This is an optimization exercise on Yosys and OpenROAD, whose aim is small area, a short achievable clock period and few clock cycles, not a production implementation.
No run shown here included a check of the RTL's function; only the layout flow was run.
Power is estimated from default activity; no workload was simulated.

===== design/flow/run.sh =====
#!/bin/bash
# synth_recipe.tcl (not shown) runs the flow's synth.tcl, then flattens the netlist and writes it again
# the make line also repeats each setting of config.mk as NAME=value (left out here)
make -C /OpenROAD-flow-scripts/flow DESIGN_CONFIG=/design/flow/config.mk WORK_HOME=/design/flow/orfs CLKGATE_MAP_FILE= SYNTH_SCRIPT=/design/flow/synth_recipe.tcl finish

===== design/flow/config.mk =====
export PLATFORM = sky130hd
export DESIGN_NAME = rvf_curve_builder
export DESIGN_NICKNAME = rvf_curve_builder
export VERILOG_FILES = /design/flow/design.v
export SDC_FILE = /design/flow/constraint.sdc
export NUM_CORES = 4
export LEC_CHECK = 0
export CAP_MARGIN = 20
export CORE_MARGIN = 2
export CORE_UTILIZATION = 40
export PLACE_DENSITY = 0.6
export SLEW_MARGIN = 20

===== design/flow/constraint.sdc =====
create_clock -name core_clock -period 10.0 [get_ports {clk}]
set_input_delay 2.0000 -clock core_clock [delete_from_list [all_inputs] [get_ports {clk}]]
set_output_delay 2.0000 -clock core_clock [all_outputs]
set_load 0.01 [all_outputs]

===== design/flow/design.v =====
module rvf_curve_builder (
    input  wire        clk,
    input  wire        rst,
    input  wire        start,
    input  wire [6:0]  bw,           
    input  wire [6:0]  bh,           
    output wire        idle,
    output reg         wr_valid,
    output reg  [11:0] wr_addr,      
    output reg  [11:0] wr_data,      
    output reg         done
);
    reg        idle_r;
    reg        su1, su2;         
    reg        run;              
    reg        f1, f2;           
    reg [6:0]  gw, gh;           
    reg        k0;               
    reg [5:0]  ox, oy;           
    reg [5:0]  xh, yh;           
    reg [11:0] t;                
    reg [5:0]  ty;               
    reg [11:0] rb;               
    reg        ev;               
    reg [5:0]  xa;               
    assign idle = idle_r;
    wire [5:0] th;
    genvar gj;
    generate for (gj = 0; gj < 6; gj = gj + 1) begin : g_th
        assign th[gj] = (gw > (7'd1 << gj)) || (gh > (7'd1 << gj));
    end endgenerate
    wire [6:0] nw = -gw;
    wire [6:0] nh = -gh;
    wire [5:0] ox_w = {1'b0, nw[5:1] & th[5:1]};
    wire [5:0] oy_w = {1'b0, nh[5:1] & th[5:1]};
    wire [5:0] d1, d0, sw, cp;
    wire [5:0] x, y;
    generate for (gj = 0; gj < 6; gj = gj + 1) begin : g_pos
        assign d1[gj] = t[2*gj+1];
        assign d0[gj] = t[2*gj];
        if (gj == 5) begin : g_top
            assign sw[gj] = k0;
            assign cp[gj] = 1'b0;
        end else begin : g_low
            assign sw[gj] = k0 ^ ((5 - gj) % 2 == 1) ^ (^d1[5:gj+1]) ^ (^d0[5:gj+1]);
            assign cp[gj] = ^(d1[5:gj+1] & d0[5:gj+1]);
        end
        assign x[gj] = d1[gj] ^ cp[gj] ^ (d0[gj] & sw[gj]);
        assign y[gj] = d1[gj] ^ cp[gj] ^ (d0[gj] & ~sw[gj]);
    end endgenerate
    wire [5:0] glx = ~x & ox, elx = ~(x ^ ox);
    wire [5:0] ghx = x & ~xh, ehx = ~(x ^ xh);
    wire [5:0] gly = ~y & oy, ely = ~(y ^ oy);
    wire [5:0] ghy = y & ~yh, ehy = ~(y ^ yh);
    wire [5:0] ltx, gtx, lty, gty, out;
    generate for (gj = 0; gj < 6; gj = gj + 1) begin : g_cmp
        if (gj == 5) begin : g_top
            assign ltx[gj] = glx[gj];
            assign gtx[gj] = ghx[gj];
            assign lty[gj] = gly[gj];
            assign gty[gj] = ghy[gj];
        end else begin : g_low
            assign ltx[gj] = ltx[gj+1] | (glx[gj] & (&elx[5:gj+1]));
            assign gtx[gj] = gtx[gj+1] | (ghx[gj] & (&ehx[5:gj+1]));
            assign lty[gj] = lty[gj+1] | (gly[gj] & (&ely[5:gj+1]));
            assign gty[gj] = gty[gj+1] | (ghy[gj] & (&ehy[5:gj+1]));
        end
        assign out[gj] = ltx[gj] | gtx[gj] | lty[gj] | gty[gj];
    end endgenerate
    wire [6:0] sk;
    assign sk[0] = out[0];
    generate for (gj = 1; gj < 6; gj = gj + 1) begin : g_sk
        assign sk[gj] = out[gj] & ~(|t[2*gj-1:0]);
    end endgenerate
    assign sk[6] = 1'b0;
    wire [11:0] m;
    generate for (gj = 0; gj < 12; gj = gj + 1) begin : g_m
        assign m[gj] = sk[gj/2 + 1];
    end endgenerate
    wire [11:0] tm = t | m;
    wire [11:0] cy;              
    wire [11:0] t_step;
    generate for (gj = 0; gj < 12; gj = gj + 1) begin : g_step
        if (gj == 0) begin : g_b0
            assign cy[gj] = 1'b1;
        end else begin : g_bn
            assign cy[gj] = &tm[gj-1:0];
        end
        assign t_step[gj] = (tm[gj] ^ cy[gj]) & ~m[gj];
    end endgenerate
    wire t_last = &tm;           
    wire [5:0] ty_p = ty + 6'd1;
    wire [5:0] ty_m = ty - 6'd1;
    wire       y_eq = (y == ty);
    wire [5:0] gu = y & ~ty, eu = ~(y ^ ty);
    wire [5:0] upc;              
    generate for (gj = 0; gj < 6; gj = gj + 1) begin : g_up
        if (gj == 5) begin : g_top
            assign upc[gj] = gu[gj];
        end else begin : g_low
            assign upc[gj] = upc[gj+1] | (gu[gj] & (&eu[5:gj+1]));
        end
    end endgenerate
    wire       y_up = upc[0];
    wire       y_dn = ~y_up & ~y_eq;
    wire       near = y_eq | (y == ty_p) | (y == ty_m);
    wire       emit = run & ~out[0];
    wire       stall = emit & ~near;
    wire [11:0] rb_p = rb + {5'd0, gw};
    wire [11:0] rb_m = rb - {5'd0, gw};
    always @(posedge clk) begin
        if (rst) begin
            idle_r   <= 1'b1;
            su1      <= 1'b0;
            su2      <= 1'b0;
            run      <= 1'b0;
            f1       <= 1'b0;
            f2       <= 1'b0;
            ev       <= 1'b0;
            wr_valid <= 1'b0;
            done     <= 1'b0;
        end else begin
            su1      <= idle_r & start;
            su2      <= su1;
            f1       <= run & t_last & ~stall;
            f2       <= f1;
            done     <= f2;
            ev       <= emit & near;
            wr_valid <= ev;
            if (idle_r & start) idle_r <= 1'b0;
            if (f2) idle_r <= 1'b1;
            if (su2) run <= 1'b1;
            if (run & t_last & ~stall) run <= 1'b0;
        end
        if (idle_r & start) begin
            gw <= bw;
            gh <= bh;
        end
        if (su1) begin
            k0 <= ^th;
            ox <= ox_w;
            oy <= oy_w;
        end
        if (su2) begin
            xh <= ox + gw[5:0] - 6'd1;
            yh <= oy + gh[5:0] - 6'd1;
            t  <= 12'd0;
            ty <= oy;
            rb <= -{6'd0, ox};
        end else if (run) begin
            if (!stall) t <= t_step;
            ty <= ({6{y_up}} & ty_p) | ({6{y_dn}} & ty_m) | ({6{y_eq}} & ty);
            rb <= ({12{y_up}} & rb_p) | ({12{y_dn}} & rb_m) | ({12{y_eq}} & rb);
        end
        xa <= x;
        wr_addr <= rb + {6'd0, xa};
        if (su2) wr_data <= 12'd0;
        else wr_data <= wr_data + {11'd0, wr_valid};
    end
endmodule

==> impl_metrics.yaml, run 1 <==
run_status:
  status: "complete, no violations"
route:
  initialDrtViolationCount: 280
  wl_per_cell_um: 16.14
  via_per_inst: 5.363
  detail-route-antenna-nets: 0
  dr_total_vias: 5755
  dr.pass1.iters: 4
  wl_um: 17320
  drc: 0
floorplan:
  rows: 50
  start_util_pct: 40.68
  fp.dieH_um: 141.9
  pin_count: 44
  core_area_um2: 18710
  die-area_um2: 20140
  die_w_um: 141.9
pwr:
  finalPower_mw: 1.667
  p_per_area_nw_per_um2: 196.0
  vdd_drop_max_mv: 0.09718
  leakage_nw: 3.707
synth:
  avgSynthCellArea_um2: 9.453
  synthArstFlopShare_pct: 0
  synth_cells: 805
  netlist_top_cells_area: "edfxtp_1, dfxtp_1, ha_1, inv_1, xnor2_1"
  yosys.cell_types.count: 76
  syn-cell-area_um2: 7610
  ys_ff_latch: 106
  synth_edf_count: 55
  ys_seq_area_share_pct: 35.12
  syn_nets: 903
  ys_warn_count: 1
  synth_top_area_cell: "edfxtp_1"
  yosys_most_used_dff: "edfxtp_1"
  yosysTopAreaCellShare_pct: 21.70
cts:
  clock-sinks: 106
  post-cts-setup-buffers: 0
  clkTransAtPathRegs_ns: 0.07
  root_buffer: "clkbuf_16"
  hold_buffers: 0
  ctsLongestPathBuffers: 2
  cts-htree-levels: 3
  post_cts_resized: 0
  cts_buffers: 9
  cts_tree: "yes"
  clk_latency_ns: 0.36
final_layout:
  finalInstanceArea_um2: 8504
  num_antenna_cells: 0
  final_util_pct: 45.46
  syn_to_final_growth_pct: 11.76
  fin_nets: 932
  layout-drive-gt1-share_pct: 5.006
setup_path:
  r2r-end: "ty[2]"
  startpoint_type: "flip-flop"
  reg2reg_from: "t[10]"
  required_ns: 10.24
  worstPathMaxFanout: 16
  critPathCaptureType: "flip-flop"
  crit_type: "reg -> reg"
  reg2regPathDepth: 14
  worstPathArrival_ns: 5.29
  rrSetupSlack_ns: 4.95
worst_hold_path:
  min_from: "f2"
  holdPathEnd: "idle_r"
  hold_depth: 2
  hp-class: "reg -> reg"
global_routing:
  grt_pass1_wl_um: 28220
  grt-ovfl-total: 0
  grt_pass1_vias: 5439
  grtUsageTotal_pct: 18.00
  grt_max_degree: 43
  antenna_found_initial: 0
placed_design:
  dp_hpwl_um: 13470
  io_buffers: 43
  place_area_um2: 8227
  gp_congestion: 0.8607
  dp_slack_ns: 5.030
timing:
  slew_headroom_pct: 31.42
  hold_viol: 0
  finalSetupTns_ns: 0
  fin_crit_ns: 5.052
  drv_slew: 0
  fmax_mhz: 198.0
  skew_ns: 0.008799
  rsz0062_at_grt: "false"
  tightest_slew_ns: 1.025
  setup_viol: 0
  final.setup.worst_slack_ns: 4.948
  period_share_pct: 50.52
run:
  maxCapViolCount: 0
sequential cells by signal, summed over array words and instances (netlist names), 5 cells and up:
| signal | flops |
|---|---|
| rb | 12 |
| t | 12 |
| wr_addr | 12 |
| wr_data | 12 |
| gh | 7 |
| gw | 7 |
| ty | 6 |
| xa | 6 |
| xh | 6 |
| yh | 6 |
| ox | 5 |
| oy | 5 |
cell families (layout without fill, tap and decap cells):
logic type,count (synthesis),after routing,synth area share [%]
XOR/XNOR,85,85,12.89
AO/OA/AOI/OAI,168,168,14.91
flip-flops,106,106,35.12
AND/OR/NAND/NOR,224,224,15.11
adder cells (fa/ha/maj),81,81,13.81
buffers and inverters,132,166,6.905
multiplexers,9,9,1.250
through the flow:
step	cells	hold WS, ns
final	1073	0.4680
after global routing	1073	0.4893
after CTS	1073	0.4742
after detailed placement	1057	0.4542
after global placement	1057	0.4498
after floorplan	805	0.4117
final cells by class:
class	instances	area, um2
clock inverters	6	48.80
flip-flops and latches	106	2674
inverters	104	390.4
well taps	234	292.8
repair buffers	46	452.9
multi-input cells	567	4417
fillers	1859	10200
clock buffers	10	229.0
cell usage in the layout (no fill, tap or decap), types with 9 or more instances in the layout:
cell             count
o21ai_0             24
ha_1                76
clkbuf_16            9
clkdlybuf4s50_1     43
nor2b_1             13
nand3_1             23
inv_1              103
edfxtp_1            55
a21o_1              21
nand2_1             52
xnor3_1             10
xnor2_1             42
nor3_1              12
nor2_1              52
and2_1              12
a21oi_1             47
xor2_1              24
dfxtp_1             50
synth_stat cells, drive strengths merged (7+ instances only):
master,count
dfxtp,51
edfxtp,55
buf,8
ha,76
nand4,7
inv,103
a21o,21
xnor3,12
or3,9
nor2b,14
xor2,25
nor3,13
a221o,7
a211oi,7
o31ai,8
nor2,52
and3,7
o21ai,28
xnor2,46
clkbuf,20
a31oi,7
or4,8
and2,12
nand3,23
nor4,7
nand2,53
a21oi,47
power breakdown:
group          internal, mW  leakage (nW)  switching (mW)
Sequential            0.521         0.930          0.0572
Combinational         0.339          2.64           0.409
Clock                 0.173         0.140           0.168
Total                  1.03          3.71           0.634
worst max-delay path, cell delays in order, from the launching register on:
cell,delay [ns]
dfxtp_1,0.53
and2_1,0.33
xnor3_2,0.46
xor3_1,0.46
xor2_1,0.35
ha_1,0.32
a21o_1,0.18
a21o_1,0.18
a21o_1,0.17
a21o_1,0.18
a21o_1,0.38
nor2_1,0.79
a221oi_1,0.19
a311oi_1,0.30
a21o_1,0.11
how the worst max path moves through the flow:
stage               start  endpoint  slack (ns)  cells past startpoint
finish              t[10]     ty[2]        4.95                     14
global route        t[10]     ty[2]        4.65                     14
CTS                 t[10]     ty[2]        5.01                     14
detailed placement  t[10]     ty[2]        5.03                     14
global placement    t[10]     ty[2]        5.09                     14
floorplan           t[11]    rb[11]        5.97                     16
routing by layer:
layer	track usage, %	share of wire (%)	up-vias
met5	0	0	-
met3	2.860	3.6	19
met4	4.895	1.3	0
li1	-	-	2885
met2	29.46	46	125
met1	24.87	49	2726
==> run 2, diff against run 1 <==
--- a/design/flow/config.mk
+++ b/design/flow/config.mk
@@ -6,7 +6,9 @@
 export NUM_CORES = 4
 export LEC_CHECK = 0
+export ABC_AREA = 1
 export CAP_MARGIN = 20
 export CORE_MARGIN = 2
 export CORE_UTILIZATION = 40
 export PLACE_DENSITY = 0.6
+export SETUP_SLACK_MARGIN = 5
 export SLEW_MARGIN = 20
==> impl_metrics.yaml, run 2 <==
run_status:
  status: "complete, no violations"
route:
  via_per_inst: 5.014
  initialDrtViolationCount: 369
  wl_per_cell_um: 14.97
  detail-route-antenna-nets: 0
  dr_total_vias: 6684
  drc: 0
  wl_um: 19950
  dr.pass1.iters: 5
synth:
  syn_nets: 1132
  netlist_top_cells_area: "edfxtp_1, dfxtp_1, ha_1, nand2_1, inv_1"
  yosys_most_used_dff: "edfxtp_1"
  ys_seq_area_share_pct: 34.41
  synthArstFlopShare_pct: 0
  avgSynthCellArea_um2: 7.512
  post-synth-top-count-cell: "nand2_1"
  ys_ff_latch: 106
  syn-cell-area_um2: 7767
  synth_top_area_cell: "edfxtp_1"
  synth_cells: 1034
  yosys.cell_types.count: 49
  ys_warn_count: 1
  yosysTopAreaCellShare_pct: 21.26
  synth_edf_count: 55
  yosys-top-cells-count: "nand2_1, inv_1, nor2_1"
setup_path:
  cp_common_cell: "nand2_1"
  crit_start: "t[6]"
  r2r-end: "rb[7]"
  slowest_delay_ns: 0.67
  crit_type: "reg -> reg"
  worstPathArrival_ns: 4.45
  startpoint_type: "flip-flop"
  reg2regPathDepth: 20
  reg2reg_from: "t[6]"
  rrSetupSlack_ns: 5.65
  cp.buffers_inverters: 5
  worstPathMaxFanout: 12
  critical_path.top_delay_family: "simple AND/OR/NAND/NOR gates"
  path_cells: "nand2_1 -> nand2_1 -> nand2_1 -> inv_1 -> nand2_1 -> nand2_1 -> nand3_1 -> nand2_1 -> inv_1 -> ha_1 -> nand3_1 -> inv_1 -> nand3_1 -> inv_1 -> nor2_1 -> inv_1 -> nor3_1 -> o21ai_0 -> nand3_1 -> nand2_1"
  critPathCaptureType: "flip-flop"
  cp_slowest_cell: "nor2_1"
  required_ns: 10.10
  crit_cells: 20
final_layout:
  final_util_pct: 46.24
  num_antenna_cells: 0
  layout-drive-gt1-share_pct: 5.592
  syn_to_final_growth_pct: 12.47
  final_common_cell: "nand2_1"
  fill_cells: 1924
  register_area_um2: 2673
  mostFrequentLayoutCells: "nand2_1, inv_1, nor2_1, nand3_1, ha_1"
  fin_nets: 1166
  finalInstanceArea_um2: 8736
  multi_input_area_um2: 4337
timing:
  period_share_pct: 43.51
  holdWs_ns: 0.4208
  fin_crit_ns: 4.351
  tightest_slew_ns: 0.9536
  skew_ns: 0.009281
  fmax_mhz: 229.9
  slew_headroom_pct: 36.36
  drv_slew: 0
  hold_viol: 0
  setup_viol: 0
  rsz0062_at_grt: "false"
  finalSetupTns_ns: 0
global_routing:
  grt_pass1_vias: 6407
  grt_max_degree: 38
  grt_pass1_wl_um: 32600
  grtUsageTotal_pct: 20.66
  grt-ovfl-total: 0
  antenna_found_initial: 1
worst_hold_path:
  hold_depth: 2
  hp-class: "reg -> reg"
  holdPathEnd: "wr_valid"
  min_from: "ev"
pwr:
  vdd_drop_max_mv: 0.09996
  leakage_nw: 4.220
  p_per_area_nw_per_um2: 189.0
  finalPower_mw: 1.651
placed_design:
  io_buffers: 43
  gp_congestion: 0.9282
  dp_hpwl_um: 15740
  place_area_um2: 8422
cts:
  root_buffer: "clkbuf_16"
  hold_buffers: 0
  clock-sinks: 106
  clk_latency_ns: 0.37
  post-cts-setup-buffers: 0
  clkTransAtPathRegs_ns: 0.08
  cts_buffers: 9
  ctsLongestPathBuffers: 2
  cts_tree: "yes"
  post_cts_resized: 0
  cts-htree-levels: 3
floorplan:
  core_area_um2: 18890
  pin_count: 44
  rows: 50
  start_util_pct: 41.11
  fp.dieH_um: 143.4
  die-area_um2: 20550
  die_w_um: 143.4
run:
  maxCapViolCount: 0
==> run 2: worst max path at each step <==
| stage | to | slack (ns) |
|---|---|---|
| floorplan | t[9] | 6.95 |
| global route | rb[7] | 5.09 |
| detailed placement | rb[7] | 5.73 |
| global placement | rb[7] | 5.85 |
| finish | rb[7] | 5.65 |
| CTS | rb[7] | 5.71 |
==> run 2: cells by family after synthesis <==
family	Yosys count	share of synthesized area, %
fa+ha+maj	81	13.53
buf+inv	194	9.762
xor+xnor	45	5.074
flops	106	34.41
compound gates	124	9.327
simple gates	484	27.90
==> run 2: per-stage QoR <==
| stage | setup WS, ns | instances |
|---|---|---|
| 2_1_floorplan | 6.954 | 1034 |
| 3_3_place_gp | 5.852 | 1317 |
| 3_5_place_dp | 5.726 | 1317 |
| 4_1_cts | 5.711 | 1333 |
| 5_1_grt | 5.087 | 1333 |
| 6_report | 5.649 | 1333 |
==> run 2: power breakdown <==
group          internal (mW)  switching (mW)  total (mW)
sequential             0.526          0.0534       0.579
clock                  0.182           0.196       0.377
combinational          0.259           0.436       0.695
==> run 2: layer usage <==
layer,track usage (%),part of all wire (%)
met5,0,0
met4,7.792,2.9
met3,3.332,4.1
met2,35.18,47
met1,26.43,46
==> run 2: layout make-up <==
| type | instances | share of cell area (%) |
|---|---|---|
| inverters | 173 | 7.433 |
| repair buffers | 44 | 5.013 |
| clock inverters | 7 | 1.017 |
| flip-flops and latches | 106 | 30.59 |
| well taps | 260 | 3.724 |
| multi-input cells | 734 | 49.64 |
| clock buffers | 9 | 2.578 |
==> run 2: worst min-delay path: stages (launching register included) <==
cell     delay (ns)
dfxtp_1        0.30
inv_1          0.05
nor2_1         0.03
==> run 3, diff against run 2 <==
--- a/design/flow/config.mk
+++ b/design/flow/config.mk
@@ -11,4 +11,3 @@
 export CORE_UTILIZATION = 40
 export PLACE_DENSITY = 0.6
-export SETUP_SLACK_MARGIN = 5
 export SLEW_MARGIN = 20
==> impl_metrics.yaml, run 3 <==
run_status:
  status: "complete, no violations"
worst_hold_path:
  hp-class: "reg -> reg"
  hold_depth: 2
  min_from: "ev"
  holdPathEnd: "wr_valid"
timing:
  hold_viol: 0
  skew_ns: 0.009281
  setup_viol: 0
  slew_headroom_pct: 36.36
  fmax_mhz: 229.9
  tightest_slew_ns: 0.9536
  drv_slew: 0
  finalSetupTns_ns: 0
  rsz0062_at_grt: "false"
  fin_crit_ns: 4.351
  period_share_pct: 43.51
synth:
  yosys.cell_types.count: 49
  syn_nets: 1132
  post-synth-top-count-cell: "nand2_1"
  synth-simple-area-share_pct: 27.90
  yosys_most_used_dff: "edfxtp_1"
  synth_top_area_cell: "edfxtp_1"
  synthMuxAreaShare_pct: 0
  synth_edf_count: 55
  synthAdderAreaFrac_pct: 13.53
  synthArstFlopShare_pct: 0
  netlist_top_cells_area: "edfxtp_1, dfxtp_1, ha_1, nand2_1, inv_1"
  ys_ff_latch: 106
  synth_compound_area_share_pct: 9.327
  ys_warn_count: 1
  syn-cell-area_um2: 7767
  yosys-top-cells-count: "nand2_1, inv_1, nor2_1"
  avgSynthCellArea_um2: 7.512
  synth_top_family_by_area: "simple AND/OR/NAND/NOR gates"
  ys_seq_area_share_pct: 34.41
  synthXorXnorAreaFrac_pct: 5.074
  yosysTopAreaCellShare_pct: 21.26
  synth_cells: 1034
placed_design:
  io_buffers: 43
  gp_congestion: 0.9282
  place_area_um2: 8422
  dp_hpwl_um: 15740
route:
  dr.pass1.iters: 5
  wl_um: 19950
  drc: 0
  via_per_inst: 5.014
  wl_per_cell_um: 14.97
  detail-route-antenna-nets: 0
  dr_total_vias: 6684
  initialDrtViolationCount: 369
cts:
  ctsLongestPathBuffers: 2
  clock-sinks: 106
  clkTransAtPathRegs_ns: 0.08
  cts_tree: "yes"
  cts_buffers: 9
  cts-htree-levels: 3
  post_cts_resized: 0
  clk_latency_ns: 0.37
  hold_buffers: 0
  root_buffer: "clkbuf_16"
  post-cts-setup-buffers: 0
floorplan:
  start_util_pct: 41.11
  die-area_um2: 20550
  fp.dieH_um: 143.4
  pin_count: 44
  rows: 50
  core_area_um2: 18890
  die_w_um: 143.4
pwr:
  finalPower_mw: 1.651
  p_per_area_nw_per_um2: 189.0
  leakage_nw: 4.220
  vdd_drop_max_mv: 0.09996
final_layout:
  fill_cells: 1924
  mostFrequentLayoutCells: "nand2_1, inv_1, nor2_1, nand3_1, ha_1"
  layout-drive-gt1-share_pct: 5.592
  finalInstanceArea_um2: 8736
  final_common_cell: "nand2_1"
  num_antenna_cells: 0
  syn_to_final_growth_pct: 12.47
  fin_nets: 1166
setup_path:
  cp_slowest_cell: "nor2_1"
  cp_common_cell: "nand2_1"
  r2r-end: "rb[7]"
  worstPathMaxFanout: 12
  reg2regPathDepth: 20
  path_cells: "nand2_1 -> nand2_1 -> nand2_1 -> inv_1 -> nand2_1 -> nand2_1 -> nand3_1 -> nand2_1 -> inv_1 -> ha_1 -> nand3_1 -> inv_1 -> nand3_1 -> inv_1 -> nor2_1 -> inv_1 -> nor3_1 -> o21ai_0 -> nand3_1 -> nand2_1"
  reg2reg_from: "t[6]"
  crit_start: "t[6]"
  required_ns: 10.10
  crit_type: "reg -> reg"
  rrSetupSlack_ns: 5.65
  slowest_delay_ns: 0.67
  worstPathArrival_ns: 4.45
  startpoint_type: "flip-flop"
  critPathCaptureType: "flip-flop"
global_routing:
  grt_pass1_vias: 6407
  grt_pass1_wl_um: 32600
  grtUsageTotal_pct: 20.66
  grt_max_degree: 38
  antenna_found_initial: 1
  grt-ovfl-total: 0
run:
  maxCapViolCount: 0
## run 3: cell counts after synthesis
No cell type changed its count.
## run 3: worst max path at each step
stage,end,cells past startpoint
2_1_floorplan,t[9],27
3_3_place_gp,rb[7],20
3_5_place_dp,rb[7],20
4_1_cts,rb[7],20
5_1_grt,rb[7],21
6_report,rb[7],20
## run 3: through the flow
| stage | worst slack (ns) | hold WS [ns] | instances | util, % |
|---|---|---|---|---|
| floorplan | 6.954 | 0.3883 | 1034 | - |
| global route | 5.087 | 0.4456 | 1333 | 46.24 |
| detailed placement | 5.726 | 0.4053 | 1317 | 44.58 |
| finish | 5.649 | 0.4208 | 1333 | 46.24 |
| CTS | 5.711 | 0.4247 | 1333 | 46.24 |
| global placement | 5.852 | 0.4117 | 1317 | 44.58 |
## run 3: worst max-delay path: cells and delay by family (launching register included)
family | cells | cell delay [ns]
simple gates | 13 | 2.36
buf+inv | 5 | 0.74
flops | 1 | 0.60
fa+ha+maj | 1 | 0.27
compound gates | 1 | 0.11
## run 3: final cells by class
cell class / instances / area [um2] / area share (%)
Clock buffer: 9 / 225.2 / 2.578
Inverter: 173 / 649.4 / 7.433
Tap cell: 260 / 325.3 / 3.724
Timing Repair Buffer: 44 / 437.9 / 5.013
Multi-Input combinational cell: 734 / 4337 / 49.64
Clock inverter: 7 / 88.84 / 1.017
Sequential cell: 106 / 2673 / 30.59
## run 3: cell families (layout without fill, tap and decap cells)
logic type	after synthesis	in the layout
buffers and inverters	194	233
AO/OA/AOI/OAI	124	124
XOR/XNOR	45	45
flip-flops	106	106
AND/OR/NAND/NOR	484	484
adder cells (fa/ha/maj)	81	81
## run 3: routing by layer
layer	share of wire, %	GRT usage, %	routed length, um	up-vias
met5	0	0	0	-
li1	-	-	-	3460
met4	2.9	7.792	575	0
met3	4.1	3.332	816	30
met2	47	35.18	9401	149
met1	46	26.43	9157	3045
## run 3: report_power, final
part | internal [mW] | total (mW) | switching, mW | leakage [nW]
registers | 0.526 | 0.579 | 0.0534 | 0.931
logic | 0.259 | 0.695 | 0.436 | 3.14
clock network | 0.182 | 0.377 | 0.196 | 0.152
total | 0.966 | 1.65 | 0.685 | 4.22
==> run 4, diff against run 3 <==
--- a/design/flow/design.v
+++ b/design/flow/design.v
@@ -12,11 +12,12 @@
 );
     reg        idle_r;
-    reg        su1, su2;         
+    reg        su;               
     reg        run;              
     reg        f1, f2;           
-    reg [6:0]  gw, gh;           
+    reg [6:0]  gw;               
     reg        k0;               
     reg [5:0]  ox, oy;           
-    reg [5:0]  xh, yh;           
+    reg [5:0]  xh;               
+    reg [6:0]  yh;               
     reg [11:0] t;                
     reg [5:0]  ty;               
@@ -25,4 +26,5 @@
     reg [5:0]  xa;               
     assign idle = idle_r;
+    wire [6:0] gh = yh;
     wire [5:0] th;
     genvar gj;
@@ -30,8 +32,13 @@
         assign th[gj] = (gw > (7'd1 << gj)) || (gh > (7'd1 << gj));
     end endgenerate
+    wire [5:0] hn = {1'b0, th[5:1]} ^ th;     
     wire [6:0] nw = -gw;
     wire [6:0] nh = -gh;
     wire [5:0] ox_w = {1'b0, nw[5:1] & th[5:1]};
     wire [5:0] oy_w = {1'b0, nh[5:1] & th[5:1]};
+    wire       fw = ~|(gw[5:0] & th);
+    wire       fh = ~|(gh[5:0] & th);
+    wire [5:0] xh_w = fw ? th : ((hn | gw[6:1]) - 6'd1);
+    wire [5:0] yh_w = fh ? th : ((hn | gh[6:1]) - 6'd1);
     wire [5:0] d1, d0, sw, cp;
     wire [5:0] x, y;
@@ -52,5 +59,5 @@
     wire [5:0] ghx = x & ~xh, ehx = ~(x ^ xh);
     wire [5:0] gly = ~y & oy, ely = ~(y ^ oy);
-    wire [5:0] ghy = y & ~yh, ehy = ~(y ^ yh);
+    wire [5:0] ghy = y & ~yh[5:0], ehy = ~(y ^ yh[5:0]);
     wire [5:0] ltx, gtx, lty, gty, out;
     generate for (gj = 0; gj < 6; gj = gj + 1) begin : g_cmp
@@ -112,6 +119,5 @@
         if (rst) begin
             idle_r   <= 1'b1;
-            su1      <= 1'b0;
-            su2      <= 1'b0;
+            su       <= 1'b0;
             run      <= 1'b0;
             f1       <= 1'b0;
@@ -121,6 +127,5 @@
             done     <= 1'b0;
         end else begin
-            su1      <= idle_r & start;
-            su2      <= su1;
+            su       <= idle_r & start;
             f1       <= run & t_last & ~stall;
             f2       <= f1;
@@ -130,23 +135,23 @@
             if (idle_r & start) idle_r <= 1'b0;
             if (f2) idle_r <= 1'b1;
-            if (su2) run <= 1'b1;
+            if (su) run <= 1'b1;
             if (run & t_last & ~stall) run <= 1'b0;
         end
         if (idle_r & start) begin
             gw <= bw;
-            gh <= bh;
+            yh <= bh;
         end
-        if (su1) begin
+        if (su) begin
             k0 <= ^th;
             ox <= ox_w;
             oy <= oy_w;
+            xh <= xh_w;
+            yh <= {1'b0, yh_w};
         end
-        if (su2) begin
-            xh <= ox + gw[5:0] - 6'd1;
-            yh <= oy + gh[5:0] - 6'd1;
+        if (su) begin
             t  <= 12'd0;
-            ty <= oy;
-            rb <= -{6'd0, ox};
-        end else if (run) begin
+            ty <= oy_w;
+            rb <= -{6'd0, ox_w};
+        end else begin
             if (!stall) t <= t_step;
             ty <= ({6{y_up}} & ty_p) | ({6{y_dn}} & ty_m) | ({6{y_eq}} & ty);
@@ -155,5 +160,5 @@
         xa <= x;
         wr_addr <= rb + {6'd0, xa};
-        if (su2) wr_data <= 12'd0;
+        if (su) wr_data <= 12'd0;
         else wr_data <= wr_data + {11'd0, wr_valid};
     end
==> impl_metrics.yaml, run 4 <==
run_status:
  status: "complete, no violations"
timing:
  hold_viol: 0
  slew_headroom_pct: 36.70
  drv_slew: 0
  holdWs_ns: 0.4028
  tightest_slew_ns: 0.9396
  skew_ns: 0.01364
  fin_crit_ns: 3.970
  period_share_pct: 39.70
  setup_viol: 0
  fmax_mhz: 251.9
  rsz0062_at_grt: "false"
  finalSetupTns_ns: 0
synth:
  synth_edf_count: 30
  synthArstFlopShare_pct: 0
  synth_top_area_cell: "dfxtp_1"
  yosysTopAreaCellShare_pct: 18.29
  yosys-top-cells-count: "nand2_1, inv_1, nand3_1"
  synth_cells: 1133
  yosys_most_used_dff: "dfxtp_1"
  ys_seq_area_share_pct: 30.22
  post-synth-top-count-cell: "nand2_1"
  netlist_top_cells_area: "dfxtp_1, nand2_1, edfxtp_1, ha_1, inv_1"
  syn_nets: 1215
  syn-cell-area_um2: 7552
  ys_ff_latch: 99
  yosys.cell_types.count: 49
  ys_warn_count: 1
  avgSynthCellArea_um2: 6.666
global_routing:
  grtUsageTotal_pct: 21.15
  grt-ovfl-total: 0
  antenna_found_initial: 0
  grt_max_degree: 49
  grt_pass1_wl_um: 33620
  grt_pass1_vias: 6696
setup_path:
  slowest_delay_ns: 0.68
  startpoint_type: "flip-flop"
  critical_path.top_delay_family: "simple AND/OR/NAND/NOR gates"
  cp.buffers_inverters: 2
  cp_common_cell: "nand2_1"
  critPathCaptureType: "flip-flop"
  worstPathMaxFanout: 14
  path_cells: "nand2_2 -> xor2_1 -> inv_1 -> nand2_1 -> nand2_1 -> xor2_1 -> inv_1 -> ha_1 -> nand2_1 -> nor4b_1 -> nand3_1 -> nand3_2 -> nor2_4 -> nand2_2 -> nand2_1 -> nand2_1 -> nor2_1"
  rrSetupSlack_ns: 6.03
  cp_slowest_cell: "nor4b_1"
  worstPathArrival_ns: 4.20
  reg2regPathDepth: 17
  r2r-end: "t[6]"
  crit_start: "t[10]"
  required_ns: 10.23
  reg2reg_from: "t[10]"
  crit_type: "reg -> reg"
final_layout:
  final_common_cell: "nand2_1"
  num_antenna_cells: 0
  fin_nets: 1245
  mostFrequentLayoutCells: "nand2_1, inv_1, nand3_1, nor2_1, dfxtp_1"
  layout-drive-gt1-share_pct: 4.538
  syn_to_final_growth_pct: 12.51
placed_design:
  gp_congestion: 0.9313
  dp_hpwl_um: 16000
  io_buffers: 43
route:
  via_per_inst: 5.113
  dr.pass1.iters: 5
  initialDrtViolationCount: 557
  detail-route-antenna-nets: 0
  drc: 0
  dr_total_vias: 7169
  wl_per_cell_um: 14.56
  wl_um: 20410
cts:
  root_buffer: "clkbuf_16"
  hold_buffers: 0
  post_cts_resized: 0
  clk_latency_ns: 0.36
  post-cts-setup-buffers: 0
  cts_tree: "yes"
  cts-htree-levels: 3
  cts_buffers: 9
  clkTransAtPathRegs_ns: 0.07
  clock-sinks: 99
  ctsLongestPathBuffers: 2
worst_hold_path:
  hold_depth: 2
  holdPathEnd: "wr_valid"
  hp-class: "reg -> reg"
  min_from: "ev"
pwr:
  leakage_nw: 4.193
  p_per_area_nw_per_um2: 294.1
  vdd_drop_max_mv: 0.1325
floorplan:
  core_area_um2: 18640
  start_util_pct: 40.51
  rows: 50
  die-area_um2: 20000
  fp.dieH_um: 141.4
  die_w_um: 141.4
  pin_count: 44
run:
  maxCapViolCount: 0
run 4: worst register-to-register path: cells and delay by family (launching register included):
family	cells	cell delay, ns
and+or+nand+nor	12	2.04
xor gates and xnor gates	2	0.67
DFF	1	0.62
adders and majority gates	1	0.30
buffers and inverters	2	0.19
run 4: per-stage QoR:
stage | utilization, % | worst slack [ns] | cell area [um2] | total power [mW] | std cells
global placement | 43.85 | 6.207 | 8175 | 2.106 | 1386
detailed placement | 43.85 | 6.109 | 8175 | 2.110 | 1386
CTS | 45.58 | 6.068 | 8497 | 2.497 | 1402
floorplan | - | 6.977 | 7552 | 1.722 | 1133
finish | 45.58 | 6.030 | 8497 | 2.499 | 1402
global route | 45.58 | 5.618 | 8497 | 2.758 | 1402
run 4: how the worst max path moves through the flow:
stage	slack, ns	to	cells after the start
4_1_cts	6.07	t[6]	17
3_5_place_dp	6.11	t[6]	17
6_report	6.03	t[6]	17
5_1_grt	5.62	t[6]	17
3_3_place_gp	6.21	t[6]	17
2_1_floorplan	6.98	t[9]	27
run 4: logic make-up (layout without fill, tap and decap cells):
logic type / after synthesis / count (layout) / share of synthesized area, %
xor+xnor: 41 / 41 / 4.755
buf+inv: 193 / 228 / 9.891
compound gates: 144 / 144 / 10.57
flops: 99 / 99 / 30.22
simple gates: 591 / 591 / 33.50
fa+ha+maj: 65 / 65 / 11.07
run 4: final cells by class:
type                       instances  area [um2]
clock buffer                      11       264.0
clock inverter                     5       57.56
fill                            1922       10150
inverter                         166       623.1
multi-input combinational        841        4523
sequential                        99        2283
tap                              234       292.8
timing repair buffer              46       452.9
run 4: per-layer routing:
| metal | up-vias | track usage, % | part of all wire (%) |
|---|---|---|---|
| met4 | 0 | 6.368 | 2.1 |
| li1 | 3732 | - | - |
| met2 | 171 | 35.51 | 46 |
| met1 | 3239 | 28.00 | 47 |
| met3 | 27 | 3.510 | 5.3 |
| met5 | - | 0 | 0 |
run 4: power by group:
| group | switching (mW) | total [mW] | internal, mW |
|---|---|---|---|
| Combinational | 0.925 | 1.46 | 0.539 |
| Sequential | 0.130 | 0.658 | 0.528 |
| Clock | 0.160 | 0.377 | 0.217 |
| Total | 1.22 | 2.50 | 1.28 |
==> run 5, diff against run 4 <==
--- a/design/flow/config.mk
+++ b/design/flow/config.mk
@@ -7,7 +7,7 @@
 export LEC_CHECK = 0
 export ABC_AREA = 1
-export CAP_MARGIN = 20
+export CAP_MARGIN = 70
 export CORE_MARGIN = 2
 export CORE_UTILIZATION = 40
 export PLACE_DENSITY = 0.6
-export SLEW_MARGIN = 20
+export SLEW_MARGIN = 70
==> impl_metrics.yaml, run 5 <==
run_status:
  status: "complete, no violations"
synth:
  yosys.cell_types.count: 49
  avgSynthCellArea_um2: 6.666
  yosys_most_used_dff: "dfxtp_1"
  synth_cells: 1133
  post-synth-top-count-cell: "nand2_1"
  synth_top_area_cell: "dfxtp_1"
  syn_nets: 1215
  ys_warn_count: 1
  synthArstFlopShare_pct: 0
  syn-cell-area_um2: 7552
  yosysTopAreaCellShare_pct: 18.29
  ys_ff_latch: 99
  netlist_top_cells_area: "dfxtp_1, nand2_1, edfxtp_1, ha_1, inv_1"
  synth_edf_count: 30
  ys_seq_area_share_pct: 30.22
  yosys-top-cells-count: "nand2_1, inv_1, nand3_1"
final_layout:
  num_antenna_cells: 0
  mostFrequentLayoutCells: "nand2_1, inv_1, nand3_1, nor2_1, dfxtp_1"
  fill_cells: 1953
  layout-drive-gt1-share_pct: 5.817
  final_common_cell: "nand2_1"
  fin_nets: 1246
  final_util_pct: 45.86
  finalInstanceArea_um2: 8549
  syn_to_final_growth_pct: 13.20
setup_path:
  required_ns: 10.28
  rrSetupSlack_ns: 6.22
  worstPathMaxFanout: 12
  crit_type: "reg -> reg"
  critPathCaptureType: "flip-flop"
  worstPathArrival_ns: 4.06
  startpoint_type: "flip-flop"
pwr:
  leakage_nw: 4.193
  p_per_area_nw_per_um2: 290.4
  vdd_drop_max_mv: 0.1270
cts:
  cts_tree: "yes"
  ctsLongestPathBuffers: 2
  post_cts_resized: 0
  cts-htree-levels: 3
  clock-sinks: 99
  root_buffer: "clkbuf_16"
  clkTransAtPathRegs_ns: 0.08
  clk_latency_ns: 0.36
  hold_buffers: 0
  post-cts-setup-buffers: 0
  cts_buffers: 9
floorplan:
  core_area_um2: 18640
  pin_count: 44
  die_w_um: 141.4
  fp.dieH_um: 141.4
  start_util_pct: 40.51
  die-area_um2: 20000
  rows: 50
placed_design:
  dp_slack_ns: 6.211
  dp_hpwl_um: 16130
  place_area_um2: 8247
  gp_congestion: 0.9313
  io_buffers: 43
route:
  wl_per_cell_um: 14.51
  initialDrtViolationCount: 520
  dr_total_vias: 7233
  detail-route-antenna-nets: 0
  drc: 0
  via_per_inst: 5.155
  dr.pass1.iters: 6
  wl_um: 20360
timing:
  drv_slew: 0
  skew_ns: 0.01488
  rsz0062_at_grt: "false"
  holdWs_ns: 0.4095
  tightest_slew_ns: 0.4546
  slew_headroom_pct: 69.61
  period_share_pct: 37.78
  fin_crit_ns: 3.778
  hold_viol: 0
  fmax_mhz: 264.7
  finalSetupTns_ns: 0
  setup_viol: 0
  final.setup.worst_slack_ns: 6.222
global_routing:
  antenna_found_initial: 0
  grtUsageTotal_pct: 20.89
  grt_max_degree: 49
  grt-ovfl-total: 0
  grt_pass1_wl_um: 33200
  grt_pass1_vias: 6671
run:
  maxCapViolCount: 0
worst_hold_path:
  hp-class: "reg -> reg"
-- run 5: cell counts after synthesis --
Identical to the previous run, type by type.
-- run 5: layout make-up --
class,count,area [um2],share of cell area (%)
clock buffers,11,254.0,2.971
multi-input cells,841,4592,53.71
flip-flops and latches,99,2287,26.75
clock inverters,5,35.03,0.4098
repair buffers,47,465.4,5.444
inverters,166,623.1,7.288
well taps,234,292.8,3.425
-- run 5: worst paths after layout --
check / start / to / depth (start not counted)
max: t[11] / rb[8] / 22
max reg2reg: t[11] / rb[8] / 22
min reg2reg: ev / wr_valid / 2
min: ev / wr_valid / 2
-- run 5: worst max-delay path, cell delays in order (launching register included) --
cell      delay, ns
dfxtp_1        0.53
nand2_2        0.25
nand2_1        0.16
inv_2          0.04
nor2_2         0.14
nand2_1        0.08
nand2_1        0.12
nand3_1        0.13
nand2_2        0.17
inv_1          0.11
ha_1           0.30
nand2_1        0.08
nor2_1         0.07
nand2_1        0.06
nand4_1        0.07
a31oi_1        0.16
buf_4          0.22
clkinv_1       0.36
nand2_1        0.29
nand2_1        0.08
a21oi_1        0.10
o21ai_0        0.09
o21ai_0        0.09
-- run 5: stage by stage --
| step | std cells | power [mW] |
|---|---|---|
| 2_1_floorplan | 1133 | 1.722 |
| 3_3_place_gp | 1386 | 2.106 |
| 3_5_place_dp | 1387 | 2.127 |
| 4_1_cts | 1403 | 2.479 |
| 5_1_grt | 1403 | 2.733 |
| 6_report | 1403 | 2.483 |
-- run 5: cell families after synthesis --
| family | synth area share (%) |
|---|---|
| buffers and inverters | 9.891 |
| xor gates and xnor gates | 4.755 |
| adders and majority gates | 11.07 |
| DFF | 30.22 |
| and+or+nand+nor | 33.50 |
| AOI/OAI and AO/OA | 10.57 |
-- run 5: metal layers --
metal	share of wire, %	GRT usage (%)	up-vias	wire, um
met5	0	0	-	0
met4	2.8	7.158	0	570
met3	4.4	3.105	29	891
met2	46	35.16	158	9344
met1	47	27.45	3304	9554
li1	-	-	3742	-
-- run 5: power breakdown --
part / switching, mW / total [mW] / internal [mW]
clock: 0.159 / 0.344 / 0.185
sequential: 0.130 / 0.659 / 0.529
combinational: 0.936 / 1.48 / 0.544
total: 1.22 / 2.48 / 1.26
==> run 6, diff against run 5 <==
==> design/flow/flow/run.sh (new file) <==
#!/bin/bash
# Standard layout, with timing repair aimed at a setup margin of 7 ns.
set -euo pipefail
bash standard.sh SETUP_SLACK_MARGIN=7 finish > standard_flow.log 2>&1
==> design/flow/standard.sh (new file) <==
#!/bin/bash
# synth_recipe.tcl (not shown) runs the flow's synth.tcl, then flattens the netlist and writes it again
# the make line also repeats each setting of config.mk as NAME=value (left out here)
make -C /OpenROAD-flow-scripts/flow DESIGN_CONFIG=/design/flow/config.mk WORK_HOME=/design/flow/orfs CLKGATE_MAP_FILE= SYNTH_SCRIPT=/design/flow/synth_recipe.tcl "${@:-finish}"
--- a/design/flow/config.mk
+++ b/design/flow/config.mk
@@ -7,7 +7,7 @@
 export LEC_CHECK = 0
 export ABC_AREA = 1
-export CAP_MARGIN = 70
+export CAP_MARGIN = 20
 export CORE_MARGIN = 2
 export CORE_UTILIZATION = 40
 export PLACE_DENSITY = 0.6
-export SLEW_MARGIN = 70
+export SLEW_MARGIN = 20
removed: design/flow/run.sh
==> impl_metrics.yaml, run 6 <==
run_status:
  status: "complete, no violations"
cts:
  root_buffer: "clkbuf_16"
  cts_tree: "yes"
  clk_latency_ns: 0.36
  cts-htree-levels: 3
  hold_buffers: 0
  ctsLongestPathBuffers: 2
  clock-sinks: 99
  clkTransAtPathRegs_ns: 0.07
  cts_buffers: 9
final_layout:
  fin_nets: 1333
  finalInstanceArea_um2: 10280
  num_antenna_cells: 0
  final_common_cell: "nand2_1"
  mostFrequentLayoutCells: "nand2_1, inv_1, nand3_1, nor2_1, buf_4"
  layout-drive-gt1-share_pct: 24.44
  syn_to_final_growth_pct: 36.17
  fill_cells: 1748
placed_design:
  gp_congestion: 0.9654
  place_area_um2: 8173
  dp_hpwl_um: 16080
  io_buffers: 43
setup_path:
  rrSetupSlack_ns: 6.71
  reg2reg_from: "k0"
  worstPathArrival_ns: 3.50
  path_cells: "inv_2 -> nand3_4 -> nand3_2 -> nand3_2 -> xor2_2 -> buf_4 -> ha_4 -> nand2_2 -> inv_2 -> nand4_1 -> nand3_1 -> nor2_2 -> nand3_2 -> nand2_4 -> a21oi_4 -> nand2_2 -> buf_6 -> buf_4 -> buf_4 -> nand2_1 -> inv_1 -> nand2_2 -> a21oi_1"
  crit_type: "reg -> reg"
  worstPathMaxFanout: 4
  r2r-end: "t[7]"
  critical_path.top_delay_family: "simple AND/OR/NAND/NOR gates"
  reg2regPathDepth: 23
  slowest_delay_ns: 0.51
  cp.buffers_inverters: 7
  required_ns: 10.22
  startpoint_type: "flip-flop"
  critPathCaptureType: "flip-flop"
  cp_slowest_cell: "edfxtp_1"
worst_hold_path:
  hold_depth: 2
  hp-class: "reg -> reg"
  min_from: "ev"
  holdPathEnd: "wr_valid"
route:
  drc: 0
  detail-route-antenna-nets: 0
  initialDrtViolationCount: 483
  wl_um: 23180
  wl_per_cell_um: 15.56
  dr.pass1.iters: 6
  via_per_inst: 5.273
  dr_total_vias: 7857
timing:
  tightest_slew_ns: 0.6743
  drv_slew: 0
  slew_headroom_pct: 54.66
  finalSetupTns_ns: 0
  setup_viol: 0
  skew_ns: 0.01323
  rsz0062_at_grt: "true"
  fin_crit_ns: 3.285
  period_share_pct: 32.85
  fmax_mhz: 304.4
  hold_viol: 0
pwr:
  finalPower_mw: 3.323
  leakage_nw: 4.840
  p_per_area_nw_per_um2: 323.1
  vdd_drop_max_mv: 0.1479
synth:
  post-synth-top-count-cell: "nand2_1"
  synthArstFlopShare_pct: 0
  synth_top_area_cell: "dfxtp_1"
  ys_ff_latch: 99
  yosysTopAreaCellShare_pct: 18.29
  synth_cells: 1133
  ys_warn_count: 1
  syn_nets: 1215
  avgSynthCellArea_um2: 6.666
  netlist_top_cells_area: "dfxtp_1, nand2_1, edfxtp_1, ha_1, inv_1"
  ys_seq_area_share_pct: 30.22
  synth_edf_count: 30
  yosys-top-cells-count: "nand2_1, inv_1, nand3_1"
  yosys.cell_types.count: 49
  yosys_most_used_dff: "dfxtp_1"
  syn-cell-area_um2: 7552
floorplan:
  start_util_pct: 40.51
  die_w_um: 141.4
  die-area_um2: 20000
  pin_count: 44
  core_area_um2: 18640
  fp.dieH_um: 141.4
  rows: 50
global_routing:
  grt-ovfl-total: 0
  grt_max_degree: 49
  grt_pass1_wl_um: 36170
  antenna_found_initial: 0
  grt_pass1_vias: 7296
  grtUsageTotal_pct: 22.62
run:
  maxCapViolCount: 0
## run 6: cell counts after synthesis
No cell type changed its count.
## run 6: per-layer routing
metal	up-vias	GRT usage, %	share of wire [%]
li1	3926	-	-
met1	3610	29.67	44
met2	249	37.35	47
met3	72	3.476	5.1
met4	0	9.211	3.8
met5	-	0	0
## run 6: worst min-delay path: stages (launching register included)
cell	delay, ns
dfxtp_1	0.29
inv_1	0.04
nor2_1	0.03
## run 6: what timing repair did
| item | 4_1_cts | 5_1_grt |
|---|---|---|
| gates resized for setup | 162 | 142 |
| pin swaps | 26 | 60 |
| setup buffers | 42 | 45 |
| gates cloned | 2 | 0 |
| endpoints found under the setup margin | 65 | 62 |
## run 6: worst max path at each step
stage / startpoint / to / slack (ns) / depth (start not counted)
2_1_floorplan: t[9] / t[9] / 7.00 / 27
3_3_place_gp: t[10] / rb[6] / 5.87 / 21
3_5_place_dp: t[10] / rb[8] / 5.75 / 21
4_1_cts: k0 / t[9] / 6.83 / 22
5_1_grt: k0 / rb[8] / 6.56 / 23
6_report: k0 / t[7] / 6.71 / 23
## run 6: where the power goes
group	switching (mW)	internal (mW)	leakage, nW	total [mW]
sequential	0.131	0.532	0.862	0.663
clock	0.157	0.209	0.152	0.366
combinational	1.30	0.998	3.83	2.29
total	1.58	1.74	4.84	3.32
## run 6: kinds of logic after synthesis
logic type,share of synthesized area [%]
and+or+nand+nor,33.50
buffers and inverters,9.891
AOI/OAI and AO/OA,10.57
DFF,30.22
adders and majority gates,11.07
xor gates and xnor gates,4.755
## run 6: stage by stage
stage	util, %	setup slack, ns	instances	hold slack [ns]
4_1_cts	50.29	6.828	1445	0.4009
3_5_place_dp	43.84	5.749	1385	0.3924
2_1_floorplan	-	7.002	1133	0.3883
3_3_place_gp	43.84	5.875	1385	0.3923
6_report	55.16	6.715	1490	0.3996
5_1_grt	55.16	6.557	1490	0.4541
## run 6: area by class of cell
class                   count  area, um2  share of cell area [%]
clock inverters             4      48.80                  0.4745
flip-flops and latches     99       2315                   22.51
multi-input cells         842       5518                   53.66
well taps                 234      292.8                   2.847
inverters                 166      655.6                   6.375
clock buffers              12      257.7                   2.506
repair buffers            133       1196                   11.63
==> run 7, diff against run 6 <==
==> design/flow/flow/run.sh (replaced) <==
#!/bin/bash
# Standard layout, with timing repair aimed at a setup margin of 6 ns.
set -euo pipefail
bash standard.sh SETUP_SLACK_MARGIN=6 finish > standard_flow.log 2>&1
==> impl_metrics.yaml, run 7 <==
setup_path:
  cp_common_cell: "nand2_1"
  rrSetupSlack_ns: 6.39
  cp.buffers_inverters: 3
  worstPathMaxFanout: 14
  path_cells: "nand2_2 -> nand2_1 -> inv_2 -> nor2_2 -> nand2_1 -> nand2_1 -> nand3_1 -> nand2_2 -> inv_1 -> ha_1 -> nand2_1 -> nor2_1 -> nand3_1 -> nand2_1 -> inv_1 -> nand3_1 -> o21ai_0 -> a21oi_1 -> o21ai_0"
  reg2regPathDepth: 19
  reg2reg_from: "t[8]"
  worstPathArrival_ns: 3.83
  cp_slowest_cell: "dfxtp_2"
  critPathCaptureType: "flip-flop"
  slowest_delay_ns: 0.49
  critical_path.top_delay_family: "simple AND/OR/NAND/NOR gates"
  required_ns: 10.22
  startpoint_type: "flip-flop"
  r2r-end: "rb[6]"
  crit_type: "reg -> reg"
route:
  dr.pass1.iters: 5
  wl_per_cell_um: 14.53
  drc: 0
  initialDrtViolationCount: 516
  wl_um: 20370
  detail-route-antenna-nets: 0
  via_per_inst: 5.108
  dr_total_vias: 7162
final_layout:
  final_cells: 1402
  layout-drive-gt1-share_pct: 5.223
  syn_to_final_growth_pct: 12.82
  final_common_cell: "nand2_1"
  finalInstanceArea_um2: 8521
  fin_nets: 1245
  final_util_pct: 45.70
  num_antenna_cells: 0
  mostFrequentLayoutCells: "nand2_1, inv_1, nand3_1, nor2_1, a21oi_1"
cts:
  hold_buffers: 0
  root_buffer: "clkbuf_16"
  cts_buffers: 9
  ctsLongestPathBuffers: 2
  cts_tree: "yes"
  cts-htree-levels: 3
  clk_latency_ns: 0.36
  clock-sinks: 99
  clkTransAtPathRegs_ns: 0.07
timing:
  fin_crit_ns: 3.613
  final.setup.worst_slack_ns: 6.387
  drv_slew: 0
  rsz0062_at_grt: "false"
  skew_ns: 0.01361
  setup_viol: 0
  finalSetupTns_ns: 0
  tightest_slew_ns: 0.9374
  hold_viol: 0
  slew_headroom_pct: 36.85
  fmax_mhz: 276.8
  holdWs_ns: 0.4042
  period_share_pct: 36.13
pwr:
  leakage_nw: 4.200
  p_per_area_nw_per_um2: 293.7
  finalPower_mw: 2.502
  vdd_drop_max_mv: 0.1338
synth:
  yosysTopAreaCellShare_pct: 18.29
  ys_warn_count: 1
  ys_ff_latch: 99
  syn_nets: 1215
  yosys_most_used_dff: "dfxtp_1"
  yosys-top-cells-count: "nand2_1, inv_1, nand3_1"
  synth_cells: 1133
  yosys.cell_types.count: 49
  synth_edf_count: 30
  synth_top_area_cell: "dfxtp_1"
  netlist_top_cells_area: "dfxtp_1, nand2_1, edfxtp_1, ha_1, inv_1"
  avgSynthCellArea_um2: 6.666
  synthArstFlopShare_pct: 0
  syn-cell-area_um2: 7552
  ys_seq_area_share_pct: 30.22
  post-synth-top-count-cell: "nand2_1"
global_routing:
  grt.met2_usage_pct: 35.51
  grt-ovfl-total: 0
  grt_util_met3_pct: 3.510
  grtUsageMet1_pct: 28.00
  busiest_layer: "met2"
  grt_pass1_wl_um: 33620
  grt_max_degree: 49
  grtUsageTotal_pct: 21.15
  antenna_found_initial: 0
  grt_pass1_vias: 6696
placed_design:
  io_buffers: 43
  gp_congestion: 0.9313
  dp_hpwl_um: 16000
  placed_cells: 1386
  place_area_um2: 8175
  dp_slack_ns: 6.109
worst_hold_path:
  hp-class: "reg -> reg"
  min_from: "ev"
  hold_depth: 2
  holdPathEnd: "wr_valid"
floorplan:
  start_util_pct: 40.51
  pin_count: 44
  die_w_um: 141.4
  core_area_um2: 18640
  rows: 50
  fp.dieH_um: 141.4
  die-area_um2: 20000
run_status:
  status: "complete, no violations"
run:
  maxCapViolCount: 0
==> run 7: cell counts after synthesis <==
Identical to the previous run, type by type.
==> run 7: cell type report <==
cell class | instances | area (um2)
clock buffers | 11 | 264.0
clock inverters | 5 | 57.56
fillers | 1919 | 10120
inverters | 166 | 623.1
multi-input cells | 841 | 4537
flip-flops and latches | 99 | 2293
well taps | 234 | 292.8
repair buffers | 46 | 452.9
==> run 7: routing by layer <==
layer	up-vias	part of all wire (%)
met5	-	0
met4	0	2.0
met3	33	4.9
met2	175	46
met1	3226	47
li1	3728	-
==> run 7: power breakdown <==
group / internal, mW / leakage, nW / switching (mW)
Clock: 0.217 / 0.161 / 0.159
Sequential: 0.529 / 0.858 / 0.128
Combinational: 0.541 / 3.18 / 0.929
Total: 1.29 / 4.20 / 1.22
==> run 7: worst max path at each step <==
stage | from | end | slack, ns | cells after the start
final | t[8] | rb[6] | 6.39 | 19
after detailed placement | t[10] | t[6] | 6.11 | 17
after floorplan | t[8] | t[9] | 6.98 | 27
after global routing | t[11] | rb[6] | 6.00 | 19
after CTS | t[10] | t[6] | 6.07 | 17
after global placement | t[10] | t[6] | 6.21 | 17
==> run 7: what timing repair did <==
item                       4_1_cts  5_1_grt
setup endpoints to repair        0       31
resized for setup                0        9
setup buffers                    0        0
==> run 7: logic make-up after synthesis <==
kind of cell	after synthesis	share of synthesized area, %
buffers and inverters	193	9.891
XOR/XNOR	41	4.755
AND/OR/NAND/NOR	591	33.50
flip-flops	99	30.22
adder cells (fa/ha/maj)	65	11.07
AO/OA/AOI/OAI	144	10.57
==> run 7: tightest hold or removal path: stages, from the launching register on <==
cell	delay, ns
dfxtp_1	0.30
inv_1	0.04
nor2_1	0.03
==> run 8, diff against run 7 <==
--- a/design/flow/design.v
+++ b/design/flow/design.v
@@ -21,4 +21,6 @@
     reg [6:0]  yh;               
     reg [11:0] t;                
+    reg        vd;               
+    reg [5:0]  xd, yd;           
     reg [5:0]  ty;               
     reg [11:0] rb;               
@@ -56,8 +58,8 @@
         assign y[gj] = d1[gj] ^ cp[gj] ^ (d0[gj] & ~sw[gj]);
     end endgenerate
-    wire [5:0] glx = ~x & ox, elx = ~(x ^ ox);
-    wire [5:0] ghx = x & ~xh, ehx = ~(x ^ xh);
-    wire [5:0] gly = ~y & oy, ely = ~(y ^ oy);
-    wire [5:0] ghy = y & ~yh[5:0], ehy = ~(y ^ yh[5:0]);
+    wire [5:0] glx = ~xd & ox, elx = ~(xd ^ ox);
+    wire [5:0] ghx = xd & ~xh, ehx = ~(xd ^ xh);
+    wire [5:0] gly = ~yd & oy, ely = ~(yd ^ oy);
+    wire [5:0] ghy = yd & ~yh[5:0], ehy = ~(yd ^ yh[5:0]);
     wire [5:0] ltx, gtx, lty, gty, out;
     generate for (gj = 0; gj < 6; gj = gj + 1) begin : g_cmp
@@ -76,7 +78,7 @@
     end endgenerate
     wire [6:0] sk;
-    assign sk[0] = out[0];
+    assign sk[0] = vd & out[0];
     generate for (gj = 1; gj < 6; gj = gj + 1) begin : g_sk
-        assign sk[gj] = out[gj] & ~(|t[2*gj-1:0]);
+        assign sk[gj] = vd & out[gj] & t[0] & ~(|t[2*gj-1:1]);
     end endgenerate
     assign sk[6] = 1'b0;
@@ -96,9 +98,10 @@
         assign t_step[gj] = (tm[gj] ^ cy[gj]) & ~m[gj];
     end endgenerate
-    wire t_last = &tm;           
+    wire t_last = vd & (sk[1] ? (&tm) : ~(|t));
+    wire bubble = sk[1];         
     wire [5:0] ty_p = ty + 6'd1;
     wire [5:0] ty_m = ty - 6'd1;
-    wire       y_eq = (y == ty);
-    wire [5:0] gu = y & ~ty, eu = ~(y ^ ty);
+    wire       y_eq = (yd == ty);
+    wire [5:0] gu = yd & ~ty, eu = ~(yd ^ ty);
     wire [5:0] upc;              
     generate for (gj = 0; gj < 6; gj = gj + 1) begin : g_up
@@ -111,6 +114,6 @@
     wire       y_up = upc[0];
     wire       y_dn = ~y_up & ~y_eq;
-    wire       near = y_eq | (y == ty_p) | (y == ty_m);
-    wire       emit = run & ~out[0];
+    wire       near = y_eq | (yd == ty_p) | (yd == ty_m);
+    wire       emit = run & vd & ~out[0];
     wire       stall = emit & ~near;
     wire [11:0] rb_p = rb + {5'd0, gw};
@@ -124,4 +127,5 @@
             f2       <= 1'b0;
             ev       <= 1'b0;
+            vd       <= 1'b0;
             wr_valid <= 1'b0;
             done     <= 1'b0;
@@ -129,4 +133,6 @@
             su       <= idle_r & start;
             f1       <= run & t_last & ~stall;
+            if (su) vd <= 1'b0;
+            else if (!stall) vd <= ~bubble;
             f2       <= f1;
             done     <= f2;
@@ -138,5 +144,5 @@
             if (run & t_last & ~stall) run <= 1'b0;
         end
-        if (idle_r & start) begin
+        if (idle_r) begin
             gw <= bw;
             yh <= bh;
@@ -154,9 +160,13 @@
             rb <= -{6'd0, ox_w};
         end else begin
-            if (!stall) t <= t_step;
+            if (!stall) begin
+                t  <= t_step;
+                xd <= x;
+                yd <= y;
+            end
             ty <= ({6{y_up}} & ty_p) | ({6{y_dn}} & ty_m) | ({6{y_eq}} & ty);
             rb <= ({12{y_up}} & rb_p) | ({12{y_dn}} & rb_m) | ({12{y_eq}} & rb);
         end
-        xa <= x;
+        xa <= xd;
         wr_addr <= rb + {6'd0, xa};
         if (su) wr_data <= 12'd0;
==> design/flow/flow/run.sh (replaced) <==
#!/bin/bash
# Standard layout, with timing repair aimed at a setup margin of 6.7 ns.
set -euo pipefail
bash standard.sh SETUP_SLACK_MARGIN=6.7 finish > standard_flow.log 2>&1
==> impl_metrics.yaml, run 8 <==
floorplan:
  die_w_um: 143.3
  start_util_pct: 41.06
  core_area_um2: 18890
  rows: 50
  die-area_um2: 20520
  fp.dieH_um: 143.3
  pin_count: 44
final_layout:
  fill_cells: 1978
  finalInstanceArea_um2: 8777
  final_common_cell: "nand2_1"
  multi_input_area_um2: 4379
  register_area_um2: 2666
  num_antenna_cells: 0
  layout-drive-gt1-share_pct: 4.437
  mostFrequentLayoutCells: "nand2_1, inv_1, nor2_1, nand3_1, dfxtp_1"
  fin_nets: 1203
  syn_to_final_growth_pct: 13.15
placed_design:
  place_area_um2: 8407
  gp_congestion: 0.9217
  io_buffers: 43
  dp_hpwl_um: 15180
global_routing:
  grt_pass1_wl_um: 32190
  grt_pass1_vias: 6368
  grtUsageTotal_pct: 20.01
  grt_max_degree: 52
  antenna_found_initial: 0
  grt-ovfl-total: 0
cts:
  cts-htree-levels: 3
  cts_tree: "yes"
  root_buffer: "clkbuf_16"
  clock-sinks: 112
  ctsLongestPathBuffers: 2
  clkTransAtPathRegs_ns: 0.08
  clk_latency_ns: 0.37
  cts_buffers: 9
timing:
  drv_slew: 0
  slew_headroom_pct: 54.64
  skew_ns: 0.01193
  rsz0062_at_grt: "false"
  finalSetupTns_ns: 0
  hold_viol: 0
  fin_crit_ns: 3.258
  tightest_slew_ns: 0.6733
  fmax_mhz: 306.9
  setup_viol: 0
  period_share_pct: 32.58
setup_path:
  cp_slowest_cell: "clkdlybuf4s50_1"
  worstPathArrival_ns: 1.26
  crit_type: "reg -> out"
  startpoint_type: "flip-flop"
  worstPathMaxFanout: 4
  critPathCaptureType: "output port"
  critical_path.top_delay_family: "buffers and inverters"
  slowest_delay_ns: 0.53
  path_cells: "clkdlybuf4s50_1"
  required_ns: 8.00
  cp.buffers_inverters: 1
synth:
  synth_top_family_by_area: "simple AND/OR/NAND/NOR gates"
  yosys-top-cells-count: "nand2_1, inv_1, nor2_1"
  post-synth-top-count-cell: "nand2_1"
  ys_ff_latch: 112
  synth_cells: 1083
  syn_nets: 1164
  synthArstFlopShare_pct: 0
  synth_edf_count: 42
  synth-simple-area-share_pct: 29.11
  synthMuxAreaShare_pct: 0
  syn-cell-area_um2: 7757
  yosys_most_used_dff: "dfxtp_1"
  ys_warn_count: 1
  synthAdderAreaFrac_pct: 10.61
  avgSynthCellArea_um2: 7.163
  yosys.cell_types.count: 50
  synth_compound_area_share_pct: 9.516
  synthXorXnorAreaFrac_pct: 7.081
  yosysTopAreaCellShare_pct: 18.06
  synth_top_area_cell: "dfxtp_1"
  netlist_top_cells_area: "dfxtp_1, edfxtp_1, nand2_1, ha_1, inv_1"
  ys_seq_area_share_pct: 34.32
route:
  detail-route-antenna-nets: 0
  via_per_inst: 5.030
  initialDrtViolationCount: 580
  wl_um: 19840
  dr_total_vias: 6976
  drc: 0
  dr.pass1.iters: 5
  wl_per_cell_um: 14.30
worst_hold_path:
  hp-class: "reg -> reg"
pwr:
  finalPower_mw: 2.327
  p_per_area_nw_per_um2: 265.2
  leakage_nw: 4.295
  vdd_drop_max_mv: 0.09350
run:
  maxCapViolCount: 0
run_status:
  status: "complete, no violations"
run 8: what timing repair did:
item                       in CTS  in global routing
hold buffers                    0                  0
gates resized for setup         8                  4
pin swaps                       0                  1
buffers inserted                0                  7
setup endpoints to repair      18                 27
run 8: layout make-up:
type                    count  share of cell area, %
clock buffers              10                  2.609
well taps                 260                  3.706
multi-input cells         786                  49.89
flip-flops and latches    112                  30.38
repair buffers             52                  5.659
clock inverters             6                 0.8696
inverters                 161                  6.885
run 8: through the flow:
stage	worst slack [ns]	hold WS (ns)	std cells	util, %
6_report	6.742	0.4043	1387	46.46
3_3_place_gp	6.691	0.3994	1364	44.50
3_5_place_dp	6.617	0.3981	1364	44.50
4_1_cts	6.626	0.4089	1380	46.10
2_1_floorplan	7.474	0.3650	1083	-
5_1_grt	6.705	0.4223	1387	46.46
run 8: logic make-up (layout without fill, tap and decap cells):
group | after synthesis | count (layout)
simple gates | 534 | 534
buf+inv | 185 | 229
compound gates | 132 | 132
flops | 112 | 112
fa+ha+maj | 64 | 64
xor+xnor | 56 | 56
run 8: path summary, 6_finish.rpt:
kind	from	slack, ns	depth (start not counted)	endpoint
max	idle_r	6.74	1	idle
min reg2reg	f1	0.40	2	f2
min	f1	0.40	2	f2
max reg2reg	yh[5]	7.02	12	yd[1]
run 8: report_power, final:
group | internal, mW | switching (mW) | total (mW)
logic | 0.474 | 0.709 | 1.18
clock network | 0.199 | 0.183 | 0.382
registers | 0.617 | 0.145 | 0.763
run 8: metal layers:
layer / part of all wire (%) / GRT usage [%] / vias up / wire length (um)
met3: 5.4 / 3.789 / 32 / 1074
li1: - / - / 3579 / -
met1: 47 / 26.68 / 3168 / 9353
met2: 45 / 32.26 / 197 / 8924
met5: 0 / 0 / - / 0
met4: 2.4 / 7.534 / 0 / 486

## port drivers added, routing unchanged
Ports are ideal in the flow. The routed layouts listed here were re-timed in OpenROAD.
Step 1: set_driving_cell puts a clkbuf_16 on clk and a buf_2 on each other input, an assumption about the parent block.
Step 2, shift: input delay + t, output delay - t, t = (earliest + latest rising clock arrival at the registers) / 2. This alone moves slack from input paths to output paths.
Slacks: no drivers / after step 1 / after step 2; pairs: no drivers / after step 1.
run	t (ns)	setup WS [ns]	hold WS [ns]
run 1	0.401	4.948 / 4.948 / 4.948	0.468 / 0.468 / 0.468
run 2	0.409	5.649 / 5.649 / 5.649	0.421 / 0.421 / 0.421
run 3	0.409	5.649 / 5.649 / 5.649	0.421 / 0.421 / 0.421
run 4	0.398	6.030 / 6.030 / 6.030	0.403 / 0.403 / 0.403
run 5	0.394	6.222 / 6.222 / 6.222	0.410 / 0.410 / 0.410
run 6	0.401	6.715 / 6.715 / 6.688	0.400 / 0.400 / 0.400
run 7	0.397	6.387 / 6.387 / 6.387	0.404 / 0.404 / 0.404
run 8	0.402	6.742 / 6.699 / 6.990	0.404 / 0.404 / 0.404
After both steps every run listed still meets setup and hold. For run 6, which loses most, drivers alone change the setup slack by 0.000 ns; drivers and shift together by -0.027 ns.
